This design comes from an exercise in tuning for small area, a short achievable clock period and few clock cycles on the open sky130 flow, not from production work.
In this exercise RTL edits were held to simulation tests only and were not proved equivalent to the original.
Power and IR drop assume default switching activity.

Setup of red:
## signifl
module signifl (
    input             clk,
    input             rst,
    input             start,
    input      [1:0]  op,
    input      [63:0] a,
    input      [63:0] b,
    output            ready,
    output reg        done,
    output reg [2:0]  status,
    output reg [63:0] r0,
    output reg [63:0] r1,
    output reg [63:0] r2
);
    localparam [2:0] S_OK = 3'd0, S_INV_UNC = 3'd1, S_INV_MAG = 3'd2,
                     S_ZERO_NF = 3'd3, S_RANGE = 3'd4, S_UNREP = 3'd5,
                     S_ILLEGAL = 3'd7;
    localparam [3:0] E_IDLE = 4'd0, E_MUL = 4'd1, E_FIN1 = 4'd2, E_FIN2 = 4'd3,
                     E_X5A = 4'd4, E_X5B = 4'd5, E_X5C = 4'd6,
                     E_DIVA = 4'd7, E_DIVB = 4'd8;
    localparam W  = 126;    
    localparam AW = 186;    
    function [52:0] upfill(input [52:0] v);
        reg [52:0] s;
        begin
            s = v;
            s = s | (s << 1);
            s = s | (s << 2);
            s = s | (s << 4);
            s = s | (s << 8);
            s = s | (s << 16);
            s = s | (s << 32);
            upfill = s;
        end
    endfunction
  ...
clock: 25.0 ns
lec_check: 0
cap_margin: 30
cell_pad_in_sites_detail_placement: 2
cell_pad_in_sites_global_placement: 2
core_margin: 2
core_utilization: 25
place_density: 0.35
slew_margin: 40
run.sh (not shown) runs the stock make flow with config.mk's settings and CLKGATE_MAP_FILE= SYNTH_SCRIPT=/design/flow/synth_recipe.tcl, a recipe that flattens the netlist after the stock synthesis.
Both conditions hold for red: the flow ran to the end and the final layout passed the timing, DRC and antenna checks.
Testbench counts of red, summed over its fixed seeds: cycles 7,746.
Modified inputs, blue compared to red
--- a/flow/design.v
+++ b/flow/design.v
@@ -282,33 +282,37 @@
     wire [52:0] p_oh     = dec53(enc_p1);
     wire [52:0] p_up     = upfill(p_oh);                                
     wire [52:0] enc_frac = (ma1 & p_up & ~p_oh) | p_oh;
     wire [63:0] enc_y    = (enc_st1 != S_OK) ? 64'd0 :
                            (enc_md1 == 2'd0) ? enc_half :
                            (enc_md1 == 2'd1) ? {sa1, enc_half[62:0]} : {sa1, ea1r, enc_frac[51:0]};
     wire [62:0] step     = {10'd0, dec53(t_a1)};
     wire [63:0] outer    = {sa1, a1[62:0] + step};
     wire [63:0] inner    = m_one1 ? 64'd0 : {sa1, a1[62:0] - step};
     wire [10:0] sd_e     = sd1[10:0] - 11'd51;
     wire        sd_nrm   = (sd1 >= 12'd52);
     wire [63:0] dec_delta = sd_nrm ? {1'b0, sd_e, 52'd0} : {11'd0, dec53(sd1[5:0])};
-    wire        b_ok     = sd_nrm ? (b_np1 && (eb1 == sd_e)) : (b_sp1 && (fb_hi1 == sd1[5:0]));
+    wire [12:0] bx       = {2'd0, eb1} + 13'd51 - {2'd0, ea11};
+    wire [12:0] by       = {7'd0, fb_hi1} - {2'd0, ea11};
+    wire        sd_nrm_f = ({1'b0, ea11} >= 12'd52) || ({1'b0, ea11[5:0]} + {1'b0, t_a1} >= 7'd52);
+    wire        b_ok     = sd_nrm_f ? (b_np1 && (bx == {7'd0, t_a1})) : (b_sp1 && (by == {7'd0, t_a1}));
     wire [2:0]  drnd_st  = (drnd_pre1 != S_OK) ? drnd_pre1 : (b_ok ? S_OK : S_INV_UNC);
     wire        drnd_go  = v1 && (op1 == 2'b10) && (drnd_pre1 == S_OK) && b_ok;
     wire signed [11:0] g_a = {{2{g_sum[27]}}, g_sum[27:18]};
-    wire        jneg   = g_a[11];
-    wire        g_hi   = !jneg && (g_a > 12'sd26);
-    wire        g_lo   = jneg && (g_a < -12'sd26);
+    wire [11:0] sdx    = {1'b0, ea11} + {6'd0, t_a1};
+    wire        jneg   = (sdx < 12'd1075);
+    wire        g_hi   = (sdx >= 12'd1165);
+    wire        g_lo   = (sdx <= 12'd988);
     wire        big_k  = g_hi || g_lo;
-    wire        divm   = !jneg && (g_a > 12'sd11);
+    wire        divm   = (sdx >= 12'd1115);
     wire [5:0]  pidx   = g_hi ? 6'd26 : (g_lo ? 6'd38 : g_a[5:0]);
     wire [8:0]  kk26   = jneg ? ~g_a[8:0] - 9'd25 : g_a[8:0] - 9'd26;  
     wire [11:0] c2_mul = g_a - sd1 + 12'd1074;
     wire [11:0] c2_div = sd1 - g_a - {6'd0, t_a1} - 12'd1021;
     reg  [3:0]    est;
     reg  [W-1:0]  P;
     reg  [AW-1:0] S, C;      
     reg  [57:0]   M;         
     reg  [7:0]    D;         
     reg           ci;        
     reg  [8:0]    cnt;       
     reg  [9:0]    cnt2;      
Results
Number of global-route vias before repair for blue is higher than for red. As far as post-synthesis simple-gate area fraction is concerned, blue and red perform about the same. Of blue and red, it is blue that has the lower clock-buffer cell count. blue — clock share of power 1.8 points lower, red as reference. red → blue: post-placement cell area climbed 1500 um^2, placer congestion estimate higher, per-cell routed wire length increased about 3%. Between red and blue, the difference in complex-gate fraction of the synthesized area is negligible. Going from red to blue, number of different library cells in the post-synthesis netlist grew slightly. Changes observed in blue relative to red: clock-pin slew on the worst setup and hold paths saw little to no change; count of buffering cells on the critical path with inverters included up 1; layout net count rose by 1.5%.
Testbench counts of blue, summed over its fixed seeds: cycles 7,746.

## re-timing with driven ports
In the flow no input, the clock included, has a driving cell. The finished layouts below were timed again as built, in two steps.
Step 1 assumes that a clkbuf_16 drives the clock port and a buf_2 every other input.
Step 2 times the ports against the registers' clock, not the clock port: input delays grow and output delays shrink by t, the midpoint of the rising clock arrivals with the driver on.
Three values: ideal, step 1, step 2; two values: the first two.
run | shift t [ns] | setup WS [ns] | latest minus earliest clock arrival (ns)
red | 1.012 | 17.526 / 17.526 / 17.526 | 0.116 / 0.116
blue | 1.020 | 17.378 / 17.378 / 17.378 | 0.098 / 0.097
After both steps every run listed still meets setup and hold.
